Context: an optimization exercise on an open-source flow, tuned for small area. The choices shown serve that exercise and are no tape-out recipe.
The RTL was checked by simulation tests, not by an equivalence proof against the original design.
No driver is modelled on the clock port, so clocking that relies on it looks cheaper here than on a real chip.
Power is estimated from default activity; no workload was simulated.

wip/nickel:
// simplecvm_core
module simplecvm_core (
    input  wire        clk,
    input  wire        rst,
    output reg         mem_req,
    input  wire        mem_gnt,
    output wire        mem_we,
    output wire        mem_wide,
    output wire [14:0] mem_addr,
    output wire [15:0] mem_wdata,
    input  wire        mem_rvalid,
    input  wire [15:0] mem_rdata,
    output wire        out_valid,
    output wire        out_chr,
    output wire [15:0] out_data,
    output wire        halted,
    output wire        faulted,
    output wire [2:0]  fault_cause,
    output wire [15:0] fault_pc,
    output wire [15:0] fault_info
);
    localparam S_FA    = 5'd0;    
    localparam S_FAW   = 5'd1;    
    localparam S_FB    = 5'd2;    
    localparam S_FBW   = 5'd3;
    localparam S_FC    = 5'd4;    
    localparam S_FCW   = 5'd5;
    localparam S_EX    = 5'd6;    
    localparam S_ALIGN = 5'd7;    
    localparam S_PASS  = 5'd8;    
    localparam S_CHK   = 5'd9;    
    localparam S_MREQ  = 5'd10;   
    localparam S_MWAIT = 5'd11;
    localparam S_STW   = 5'd12;   
    localparam S_NEXT  = 5'd13;   
    localparam S_HALT  = 5'd16;
    localparam S_F1    = 5'd17;   
    localparam S_F1D   = 5'd18;   
    localparam S_F2    = 5'd19;   
    localparam S_F3    = 5'd20;   
    localparam S_F4    = 5'd21;   
    reg  [4:0]  state;
    reg  [3:0]  ph;
    reg         init;             
    reg  [15:0] pc;
    reg  [15:0] x0, x1, x2, x3;   
    reg         fz, fn, fo;
    reg         cy;               
    reg  [4:0]  op;
    reg  [5:0]  rb;               
    reg  [15:0] w;
    wire [1:0]  lo = rb[1:0];
    wire [1:0]  hi = w[7:6];
    assign halted      = (state == S_HALT);
    assign faulted     = (state[4:3] == 2'b10) && (state[2:0] != 3'd0);
    assign fault_cause = (state == S_F2) ? 3'd2 :
  ...
clock: 8.0 ns
lec_check: 0
abc_area: 1
cap_margin: 20
core_margin: 2
core_utilization: 60
slew_margin: 20
standard.sh (not shown) runs the stock make flow with config.mk's settings and CLKGATE_MAP_FILE= SYNTH_SCRIPT=/design/flow/synth_recipe.tcl, a recipe that flattens the netlist after the stock synthesis.
==> flow/flow/run.sh <==
#!/bin/bash
# The standard layout (standard.sh), with these changes:
#  - after the standard synthesis, its combinational logic is mapped again
#    for area with Yosys/ABC (flow/reopt.tcl, flow/area.abc); every flip-flop
#    of the standard synthesis is kept as it is (instance, name, cell type);
#  - the smallest buffer on the ports;
#  - a clock tree of clkbuf_4 without dummy loads, in which the buffers that
#    drive too slow a clock edge are then made clkbuf_8 (flow/clkfix.tcl).
# Each tool's output goes to a log of its own here: synth.log, reopt.log,
# cts.log, clkfix.log, layout.log (and ORFS's own logs under orfs/logs/).
set -e
here=$(pwd)
bash standard.sh synth > synth.log 2>&1
res=$(ls -d orfs/results/*/*/base | head -1)
plat=$(basename $(dirname $(dirname $res)))
pdir=$FLOW_HOME/platforms/$plat
lib=$pdir/lib/sky130_fd_sc_hd__tt_025C_1v80.lib
cp $res/1_2_yosys.v synth_standard.v
export REOPT_LIB=$lib REOPT_IN=$here/synth_standard.v REOPT_OUT=$here/synth_reopt.v \
       REOPT_TOP=$FLOW_TOP REOPT_SCRIPT=$here/flow/area.abc REOPT_STAT=$here/reopt_stat.txt
export REOPT_SEQ="$(grep -oE 'sky130_fd_sc_hd__(df|edf|sdf|dl)[a-z0-9_]*' synth_standard.v | sort -u | tr '\n' ' ')"
export REOPT_DONT_USE="$(sed -n '/^export DONT_USE_CELLS/,/^#/p' $pdir/config.mk | grep -oE 'sky130_fd_sc_hd__[a-z0-9_]+' | tr '\n' ' ')"
${YOSYS_EXE:-yosys} -c flow/reopt.tcl > reopt.log 2>&1
cp synth_reopt.v $res/1_2_yosys.v
rm -f $res/1_synth.odb
export BUFFER_PORTS_ARGS="-buffer_cell sky130_fd_sc_hd__buf_1"
export CTS_ARGS="-sink_clustering_enable -repair_clock_nets -dont_use_dummy_load -buf_list sky130_fd_sc_hd__clkbuf_4"
bash standard.sh cts > cts.log 2>&1
CLKFIX_LIB=$lib CLKFIX_ODB=$here/$res/4_cts.odb CLKFIX_SDC=$here/$res/4_cts.sdc \
CLKFIX_RC=$pdir/setRC.tcl CLKFIX_SLEW=0.100 \
  openroad -no_init -exit flow/clkfix.tcl > clkfix.log 2>&1
bash standard.sh finish > layout.log 2>&1
==> flow/flow/area.abc <==
strash
dc2
dch -f
amap
strash
dc2
dch -f
amap
strash
dc2
dch -f
amap
strash
dc2
dch -f
amap
strash
dc2
dch -f
amap
strash
dc2
dch -f
amap
strash
dc2
dch -f
amap
strash
dc2
dch -f
amap
strash
dc2
dch -f
amap
strash
dc2
dch -f
amap
topo
Other scripts of this flow, unchanged in this note and not shown: flow/flow/clkfix.tcl, flow/flow/reopt.tcl
wip/nickel: flow completed, timing, DRC and antenna clean
The inputs of wip/harbor differ from those of wip/nickel as listed below.
--- a/flow/flow/area.abc
+++ b/flow/flow/area.abc
@@ -0,0 +1,4 @@
+strash
+&get -n
+&deepsyn -T 120
+&put
Results
wip/nickel has a higher count of non-filler cells in the finished layout than wip/harbor. Measured against each other, wip/nickel and wip/harbor differ in switching share of power, the lower figure coming from wip/harbor. wip/nickel consumes more power than wip/harbor. When wip/harbor is measured against wip/nickel, its pin count of the biggest net entering global routing turns out 2 lower. wip/harbor vs wip/nickel — routability congestion estimate from global placement dropped by a few percent. Relative to wip/nickel, global-route usage has increased by 0.18 points in wip/harbor. [wip/harbor vs wip/nickel] fraction of final layout cells with drive strength greater than 1: lower in wip/harbor.
## Diff of input files: wip/ember against wip/harbor
--- a/flow/flow/area.abc
+++ b/flow/flow/area.abc
@@ -3 +3 @@
-&deepsyn -T 120
+&deepsyn -T 60
@@ -5,2 +4,0 @@
-strash
-dc2
@@ -10 +8,3 @@
-dc2
+&get -n
+&deepsyn -T 60
+&put
@@ -14 +14,3 @@
-dc2
+&get -n
+&deepsyn -T 60
+&put
@@ -18,3 +19,0 @@
-dc2
-dch -f
-amap
Results
Of the two candidates, wip/harbor has the better via count and wip/ember the worse one. Going from wip/harbor to wip/ember, total of plain and repair buffers excluding clock buffers picked up an extra about 0.9%, ratio of final minimum period to clock period picked up an extra 0.67 points. Compared with wip/harbor, in wip/ember area of combinational cells with multiple inputs moved down, number of instances in the placed design moved up. Looking at wip/ember and wip/harbor, the clock latency on the worst-skew pair is a wash. On final-layout worst hold slack, wip/ember and wip/harbor are neck and neck. wip/ember does worse than wip/harbor on post-synthesis instance area. Summary of wip/ember over wip/harbor: number of cells on the critical path up 3; final critical-path setup slack decreased by 54 ps relative to the old numbers; synthesized cell count rose 15.
## Diff of input files: wip/xenon against wip/ember
# wip/ember
export LEC_CHECK = 0
export ABC_AREA = 1
export CAP_MARGIN = 20
export CORE_MARGIN = 2
export CORE_UTILIZATION = 60
export SLEW_MARGIN = 20
create_clock -name core_clock -period 8.0 [get_ports {clk}]
# wip/xenon
export LEC_CHECK = 0
export ABC_AREA = 1
export CAP_MARGIN = 20
export CORE_MARGIN = 2
export CORE_UTILIZATION = 75
export SLEW_MARGIN = 20
create_clock -name core_clock -period 8.0 [get_ports {clk}]
--- a/flow/flow/area.abc
+++ b/flow/flow/area.abc
@@ -2,3 +2 @@
-&get -n
-&deepsyn -T 60
-&put
+dc2
@@ -8,3 +6 @@
-&get -n
-&deepsyn -T 60
-&put
+dc2
@@ -14,3 +10 @@
-&get -n
-&deepsyn -T 60
-&put
+dc2
@@ -19,0 +14,3 @@
+dc2
+dch -f
+amap
~same footprint of the flip-flops and latches in wip/ember and wip/xenon
Measured against wip/xenon, the die height of wip/ember comes out at 1.11 times the reference value.
Going from wip/ember to wip/xenon, total power rose 16%, die area fell 19%, mean cell area of the mapped netlist rose 1.3%, number of placement rows fell about 11%, wire length of the first global-routing pass rose about 8%.
Delta (wip/xenon minus wip/ember): via count went up 372, worst setup margin went down 840 ps, maximum frequency went down 11%.

## afterwards: timing with drivers on the ports
How much do the figures lean on ideal ports? The routed layouts below were timed once more, with nothing changed but the port constraints.
Step 1 assumes that a clkbuf_16 drives the clock port and a buf_2 every other input.
Step 2 moves the port delays by t, midway between the first and last clock arrival at a register: inputs arrive t later, outputs are due t later. That takes back most of the time a late clock gives input paths.
Slacks: no drivers / after step 1 / after step 2; pairs: no drivers / after step 1.
| run | t (ns) | setup WS [ns] | worst setup path after step 2 |
|---|---|---|---|
| wip/nickel | 0.412 | 0.583 / 0.551 / 0.963 | register to output |
| wip/harbor | 0.425 | 1.368 / 1.337 / 1.762 | register to output |
| wip/ember | 0.434 | 1.314 / 1.277 / 1.712 | register to output |
| wip/xenon | 0.424 | 0.471 / 0.439 / 0.863 | register to output |
After both steps every run listed still meets setup and hold.
